Source: an optimization exercise on an open RTL-to-GDS flow (aim: small area, a short achievable clock period and few clock cycles). Production flows keep margins and buffers that such runs may drop.
At most, simulation tests tie the RTL to the original design; equivalence was not proved.
Power and IR drop assume default switching activity.

## fsq_table_engine
module fsq_table_engine (
    input  wire        clk,
    input  wire        rst,
    input  wire        cmd_valid,
    output wire        cmd_ready,
    input  wire [3:0]  cmd_op,
    input  wire [7:0]  cmd_a,
    input  wire [7:0]  cmd_b,
    output wire        rsp_valid,
    output wire [3:0]  rsp_err,
    output wire [2:0]  rsp_sub,
    output wire [7:0]  rsp_arg,
    output wire [16:0] rsp_result,
    output wire        rsp_tv,
    output wire [2:0]  rsp_k,
    output wire [2:0]  rsp_b
);
    localparam OP_NOP    = 4'h0, OP_CLEAR  = 4'h1, OP_APUSH = 4'h2, OP_KPUSH = 4'h3,
               OP_SETPAD = 4'h4, OP_BUILD  = 4'h5, OP_ENCB  = 4'hA, OP_DECB  = 4'hB,
               OP_PACK   = 4'hC, OP_UNPACK = 4'hD;
    localparam B_FIRST = 3'd0, B_SCAN = 3'd1, B_CHK = 3'd2, B_COL = 3'd3,
               B_FIN1  = 3'd4, B_FIN2 = 3'd5, B_ERR = 3'd7;
    reg [111:0] alpha_f;                 
    reg [255:0] kslot_f;                 
    reg [4:0]  alen;
    reg [5:0]  klen;
    reg [7:0]  pad;
    reg        pad_mem;                  
    reg        hi_f;  reg [3:0] hi_i;    
    reg        dup_f; reg [3:0] dup_i;   
    reg        tv;
    reg        tv_o;                     
    reg [2:0]  r_k, r_b;                 
    reg        fast_ok;                  
    reg        kdup;                     
  ...
clock: 10.0 ns
lec_check: 0
cap_margin: 20
core_margin: 2
core_utilization: 45
cts_cluster_diameter: 100
cts_cluster_size: 25
place_density: 0.6
slew_margin: 20
standard.sh (not shown) runs the stock make flow with config.mk's settings and CLKGATE_MAP_FILE= SYNTH_SCRIPT=/design/flow/synth_recipe.tcl, a recipe that flattens the netlist after the stock synthesis.
==> flow/flow/run.sh <==
#!/bin/bash
set -euo pipefail
bash standard.sh synth > flow_synth.log 2>&1
bash standard.sh SETUP_SLACK_MARGIN=6.85 finish > flow_finish.log 2>&1
The first run ran to the end with no violations.
Rerun with:
--- a/flow/design.v
+++ b/flow/design.v
@@ -89,20 +89,17 @@
     reg [1:0]  sph;                      
     reg        dup_a, dup_b;
     reg [3:0]  min_da;                   
     reg [1:0]  sr, sc;
     reg        rst_q;
     always @(posedge clk) rst_q <= rst;
     reg       rdy;                       
-    reg       pf;                        
-    wire      pred_fast;                 
-    wire      hold = e_bld && !pf;       
     reg       e_cmd;                     
     reg       e_bld;                     
-    reg       e_clear, e_apush, e_kpush, e_setpad, e_encb, e_decb, e_pack, e_unpack, e_ill;
+    reg [3:0] c_op;
     reg [7:0] c_a;                       
     reg [7:0] c_b;
     reg [3:0] c_ad;                      
     reg [3:0] c_au;                      
     reg [3:0] c_sa;                      
     reg [4:0] c_sb;                      
     reg       c_age, c_bge;              
@@ -117,56 +114,44 @@
     wire       i_bld = cmd_valid && cmd_op == OP_BUILD;
     function ge_n(input [7:0] v, input f4, input f3, input f2, input f1);
         begin
             ge_n = (|v[7:4]) || (f3 && v[3] && (|v[2:0])) || (f2 && |v[3:2]) || (f1 && |v[3:0]);
         end
     endfunction
     always @(posedge clk) begin
-        c_b <= cmd_b;
-        c_a  <= hold ? prt : cmd_a;
-        if (!hold) c_ad <= cmd_a[3:0];
+        c_op <= cmd_op; c_b <= cmd_b;
+        c_a  <= e_bld ? prt : cmd_a;
+        if (!e_bld) c_ad <= cmd_a[3:0];
         if (cmd_op == OP_UNPACK) c_au <= cmd_a[3:0];
         c_sa <= i_sa;
-        c_sb <= hold ? scan_next : i_sb;
+        c_sb <= e_bld ? scan_next : i_sb;
         c_age <= ge_n(cmd_a, k4, k3, k2, k1);
         c_bge <= ge_n(cmd_b, k4, k3, k2, k1);
         if (rst) begin
-            rdy <= 1'b1; e_cmd <= 1'b0; e_bld <= 1'b0; pf <= 1'b0;
-            {e_clear, e_apush, e_kpush, e_setpad, e_encb, e_decb, e_pack, e_unpack, e_ill} <= 9'd0;
-        end else if (!hold) begin
+            rdy <= 1'b1; e_cmd <= 1'b0; e_bld <= 1'b0;
+        end else if (!e_bld) begin
             e_cmd <= cmd_valid && !i_bld;
             e_bld <= i_bld;
-            e_clear  <= cmd_valid && cmd_op == OP_CLEAR;
-            e_apush  <= cmd_valid && cmd_op == OP_APUSH;
-            e_kpush  <= cmd_valid && cmd_op == OP_KPUSH;
-            e_setpad <= cmd_valid && cmd_op == OP_SETPAD;
-            e_encb   <= cmd_valid && cmd_op == OP_ENCB;
-            e_decb   <= cmd_valid && cmd_op == OP_DECB;
-            e_pack   <= cmd_valid && cmd_op == OP_PACK;
-            e_unpack <= cmd_valid && cmd_op == OP_UNPACK;
-            e_ill    <= cmd_valid && !(cmd_op <= OP_BUILD || (cmd_op >= OP_ENCB && cmd_op <= OP_UNPACK));
-            pf    <= i_bld && pred_fast;
-            rdy   <= !i_bld || pred_fast;
+            rdy <= !i_bld;
         end else begin
             e_cmd <= 1'b0;
-            {e_clear, e_apush, e_kpush, e_setpad, e_encb, e_decb, e_pack, e_unpack, e_ill} <= 9'd0;
             e_bld <= !b_done;
-            pf    <= 1'b0;
-            rdy   <= b_done;
+            rdy <= b_done;
         end
     end
-    wire is_clear  = e_clear;
-    wire is_apush  = e_apush;
-    wire is_kpush  = e_kpush;
-    wire is_setpad = e_setpad;
-    wire is_encb   = e_encb;
-    wire is_decb   = e_decb;
-    wire is_pack   = e_pack;
-    wire is_unpack = e_unpack;
-    wire is_ill    = e_ill;
+    wire is_clear  = c_op == OP_CLEAR;
+    wire is_apush  = c_op == OP_APUSH;
+    wire is_kpush  = c_op == OP_KPUSH;
+    wire is_setpad = c_op == OP_SETPAD;
+    wire is_encb   = c_op == OP_ENCB;
+    wire is_decb   = c_op == OP_DECB;
+    wire is_pack   = c_op == OP_PACK;
+    wire is_unpack = c_op == OP_UNPACK;
+    wire is_ill    = !(c_op == OP_NOP || is_clear || is_apush || is_kpush || is_setpad ||
+                       is_encb || is_decb || is_pack || is_unpack);
     wire [15:0] amask = therm(alen);
     reg  [15:0] cam_m;
     reg  [3:0]  cam_code;
     integer i;
     always @* begin
         cam_code = 4'd0;
         for (i = 0; i < 16; i = i + 1) begin
@@ -230,15 +215,14 @@
     wire [3:0] i2_lo = mk(sr, 2'd0, k4, k3, k2);
     wire       use1  = dup_a && (min_da[3:2] == 2'd0 || !dup_b);
     wire [3:0] f_hi  = use1 ? i1_hi : i2_hi;
     wire [3:0] f_lo  = use1 ? i1_lo : i2_lo;
     wire [7:0] fin_i = k2 ? {4'd0, f_hi[1:0], f_lo[1:0]} : k1 ? 8'd0 : {f_hi, f_lo};
     wire b_pass = n_sq && !hi_f && !dup_f && pad_mem && klen == {alen, 1'b0};
     wire b_fast = fast_ok && !kdup;
-    assign pred_fast = b_fast && !(e_cmd && (is_kpush || is_apush));
     assign b_done = (bst == B_FIRST && !(b_pass && !b_fast)) ||
                     (bst == B_CHK && !dup_a && !dup_b) || bst == B_FIN2 || bst == B_ERR;
     wire q_ok  = tv && !c_age && !c_bge;
     reg        n_v;
     reg [3:0]  n_err;
     reg [2:0]  n_sub;
     reg [7:0]  n_arg;
@@ -305,15 +289,15 @@
     always @(posedge clk) begin
         for (i = 0; i < 32; i = i + 1)
             if ((kp_we || sc_we) && w_idx == i) kslot_f[8*i +: 8] <= k_data;
     end
     always @(posedge clk) begin
         if (rst_q) begin
             alen <= 5'd0; klen <= 6'd0; pad <= 8'h20; pad_mem <= 1'b0;
-            hi_f <= 1'b0; dup_f <= 1'b0; bst <= B_FIRST; fast_ok <= 1'b0; kdup <= 1'b0;
+            hi_f <= 1'b0; dup_f <= 1'b0; bst <= B_FIRST;
         end else if (e_cmd) begin
             if (is_clear) begin
                 alen <= 5'd0; klen <= 6'd0; pad <= 8'h20; pad_mem <= 1'b0;
                 hi_f <= 1'b0; dup_f <= 1'b0;
             end
             if (is_apush && !alen[4]) begin
                 for (i = 0; i < 16; i = i + 1)
Outcome: The new run completed without violations; count of clock-buffer cells in the layout does not change; sequential power stays flat; power rose by 3.0%; via count hardly moves; fmax came out higher by 3.6%; first-iteration DRC count goes down by 2.5%; cell count goes down by 1.4%.
Testbench counts after the change, summed over its fixed seeds: cycles 14,700.
No functional check of the RTL was part of the first run of this note.

---

Setup of lane 1:
fsq_table_engine with an RTL version that a note above also has.
Size: ~2300 cells after synthesis, roughly 520 flip-flops.
export LEC_CHECK = 0
export CAP_MARGIN = 20
export CORE_MARGIN = 2
export CORE_UTILIZATION = 45
export CTS_CLUSTER_DIAMETER = 100
export CTS_CLUSTER_SIZE = 25
export PLACE_DENSITY = 0.6
export SLEW_MARGIN = 20
create_clock -name core_clock -period 10.0 [get_ports {clk}]
==> flow/flow/run.sh <==
#!/bin/bash
set -euo pipefail
bash standard.sh synth > flow_synth.log 2>&1
bash standard.sh SETUP_SLACK_MARGIN=7.0 finish > flow_finish.log 2>&1
Testbench counts of lane 1, summed over its fixed seeds: cycles 14,700.
For lane 2, these inputs were changed with respect to lane 1:
diff --git a/flow/design.v b/flow/design.v
--- a/flow/design.v
+++ b/flow/design.v
@@ -218,68 +218,71 @@
     wire [3:0] f_lo  = use1 ? i1_lo : i2_lo;
     wire [7:0] fin_i = k2 ? {4'd0, f_hi[1:0], f_lo[1:0]} : k1 ? 8'd0 : {f_hi, f_lo};
     wire b_pass = n_sq && !hi_f && !dup_f && pad_mem && klen == {alen, 1'b0};
     wire b_fast = fast_ok && !kdup;
     assign b_done = (bst == B_FIRST && !(b_pass && !b_fast)) ||
                     (bst == B_CHK && !dup_a && !dup_b) || bst == B_FIN2 || bst == B_ERR;
     wire q_ok  = tv && !c_age && !c_bge;
     reg        n_v;
     reg [3:0]  n_err;
     reg [2:0]  n_sub;
     reg [7:0]  n_arg;
-    reg [11:0] n_res;      
     always @* begin
-        n_v = 1'b0; n_err = 4'd0; n_sub = 3'd0; n_arg = 8'd0; n_res = 12'd0;
+        n_v = 1'b0; n_err = 4'd0; n_sub = 3'd0; n_arg = 8'd0;
         if (e_cmd) begin
             n_v = 1'b1;
             if (is_apush && alen[4]) begin n_err = 4'd3; n_sub = 3'd5; n_arg = 8'd16; end
             if (is_kpush && klen[5]) begin n_err = 4'd4; n_sub = 3'd1; n_arg = 8'd32; end
             if (is_ill) begin n_err = 4'd1; n_sub = 3'd1; end
             if (is_encb || is_decb || is_unpack || is_pack) begin
                 if (!tv) n_err = 4'd2;
                 else if (!is_pack && c_age) begin n_err = 4'd6; n_sub = 3'd1; n_arg = c_a; end
                 else if ((is_encb || is_decb) && c_bge) begin n_err = 4'd6; n_sub = 3'd2; n_arg = c_b; end
             end
-            if (is_encb && q_ok) n_res = {1'b1, enc_o1, 3'd0, enc_o2};
-            if (is_decb && q_ok) n_res = {1'b1, dec_o1, 3'd0, dec_o2};
-            if (is_unpack && tv && !c_age) n_res = {1'b1, 4'd0, alpha_f[7*c_au +: 7]};
-            if (is_pack && tv && k_res) n_res = {1'b1, 4'd0, 3'd0, cam_code};
         end else if (e_bld) begin
             n_v = b_done;
             if (bst == B_FIRST) begin
                 if (alen == 5'd0)                 begin n_err = 4'd3; n_sub = 3'd1; end
                 else if (!n_sq)                   begin n_err = 4'd3; n_sub = 3'd2; n_arg = {3'd0, alen}; end
                 else if (hi_f)                    begin n_err = 4'd3; n_sub = 3'd3; n_arg = {4'd0, hi_i}; end
                 else if (dup_f)                   begin n_err = 4'd3; n_sub = 3'd4; n_arg = {4'd0, dup_i}; end
                 else if (!pad_mem)                begin n_err = 4'd5; n_sub = 3'd1; n_arg = pad; end
                 else if (klen != {alen, 1'b0})    begin n_err = 4'd4; n_sub = 3'd2; n_arg = {2'd0, klen}; end
             end
             if (bst == B_ERR)  begin n_err = 4'd4; n_sub = 3'd3; n_arg = {3'd0, sdi - 5'd1}; end
             if (bst == B_FIN2) begin n_err = 4'd4; n_sub = 3'd4; n_arg = fin_i; end
         end
     end
+    wire sel_enc  = e_cmd && is_encb && q_ok;
+    wire sel_dec  = e_cmd && is_decb && q_ok;
+    wire sel_unp  = e_cmd && is_unpack && tv && !c_age;
+    wire sel_pack = e_cmd && is_pack && tv && !c_a[7];
+    wire [11:0] q_res = ({12{sel_enc}} & {1'b1, enc_o1, 3'd0, enc_o2}) |
+                        ({12{sel_dec}} & {1'b1, dec_o1, 3'd0, dec_o2}) |
+                        ({12{sel_unp}} & {1'b1, 4'd0, alpha_f[7*c_au +: 7]}) |
+                        ({12{sel_pack}} & {cam_hit, 4'd0, 3'd0, cam_code});
     reg        r_v;
     reg [3:0]  r_err;
     reg [2:0]  r_sub;
     reg [7:0]  r_arg;
-    reg [11:0] r_res;
+    reg [11:0] r_res;      
     assign rsp_valid  = r_v;
     assign rsp_err    = r_err;
     assign rsp_sub    = r_sub;
     assign rsp_arg    = r_arg;
     assign rsp_result = {r_res[11], 4'd0, r_res[10:7], 1'b0, r_res[6:0]};
     assign rsp_tv     = tv_o;
     assign rsp_k      = r_k;
     assign rsp_b      = r_b;
     always @(posedge clk) begin
-        r_err <= n_err; r_sub <= n_sub; r_arg <= n_arg; r_res <= n_res;
+        r_err <= n_err; r_sub <= n_sub; r_arg <= n_arg; r_res <= q_res;
         if (rst) r_v <= 1'b0; else r_v <= n_v;
     end
     wire build_ok = e_bld && ((bst == B_FIRST && b_pass && b_fast) ||
                               (bst == B_CHK && !dup_a && !dup_b));
     wire tv_clr   = (e_cmd && (is_clear || is_setpad || (is_apush && !alen[4]) || (is_kpush && !klen[5]))) ||
                     (e_bld && bst == B_FIRST);
     wire tv_n = !rst_q && (build_ok || (tv && !tv_clr));
     wire tv_r = tv_n && n_v;
     always @(posedge clk) begin
         tv   <= tv_n;
         tv_o <= tv_r;
[summary]
Across lane 1 and lane 2, none had a timing, DRC or antenna violation.
Diff lane 1 -> lane 2: per-cell routed wire length fell by 3.6%; non-clock buffer count fell by 3.0%; maximum VDD drop fell by 0.000086 V.
Lane 2 has part of the total power dissipated in the clock network above what lane 1 had.
Lane 2 ended up with a higher number of nets in the layout than lane 1 did.
Compared to lane 1, the routing of lane 2 uses less wire.
In terms of die area, lane 1 and lane 2 differ only marginally.
Going from lane 1 to lane 2, delay contributed by the slowest stage of the critical path decreased 0.02 ns, count of multi-input combinational gates increased about 5.6%, cell count increased 79.
Lane 2 contains more vias than lane 1.
Only the layout flow was run in lane 2; the RTL was not checked for function there.

==> port drivers added, routing unchanged <==
Ports are ideal in the flow. The routed layouts listed here were re-timed in OpenROAD.
Step 1: set_driving_cell puts a clkbuf_16 on clk and a buf_2 on each other input, an assumption about the parent block.
Step 2 adds t to the input delays and takes it off the output delays; t is the mean of the earliest and latest rising clock arrival at the registers after step 1. Input paths then give back, and output paths get back, about the clock's delay inside the block.
a / b / c = no drivers / after step 1 / after step 2; a / b = the first two.
run	t, ns	setup slack, ns	hold slack, ns	latest minus earliest clock arrival (ns)
the first run of note 1	0.661	6.719 / 6.719 / 6.289	0.520 / 0.520 / 0.520	0.025 / 0.025
the second run of note 1	0.677	6.833 / 6.803 / 6.235	0.546 / 0.546 / 0.546	0.047 / 0.046
lane 1	0.673	6.864 / 6.804 / 6.423	0.475 / 0.475 / 0.475	0.024 / 0.024
lane 2	0.677	6.858 / 6.795 / 6.396	0.548 / 0.548 / 0.548	0.044 / 0.044
After both steps every run listed still meets setup and hold. The setup slack of the second run of note 1, which loses most, moves by -0.030 ns with the drivers and by -0.598 ns with both steps.
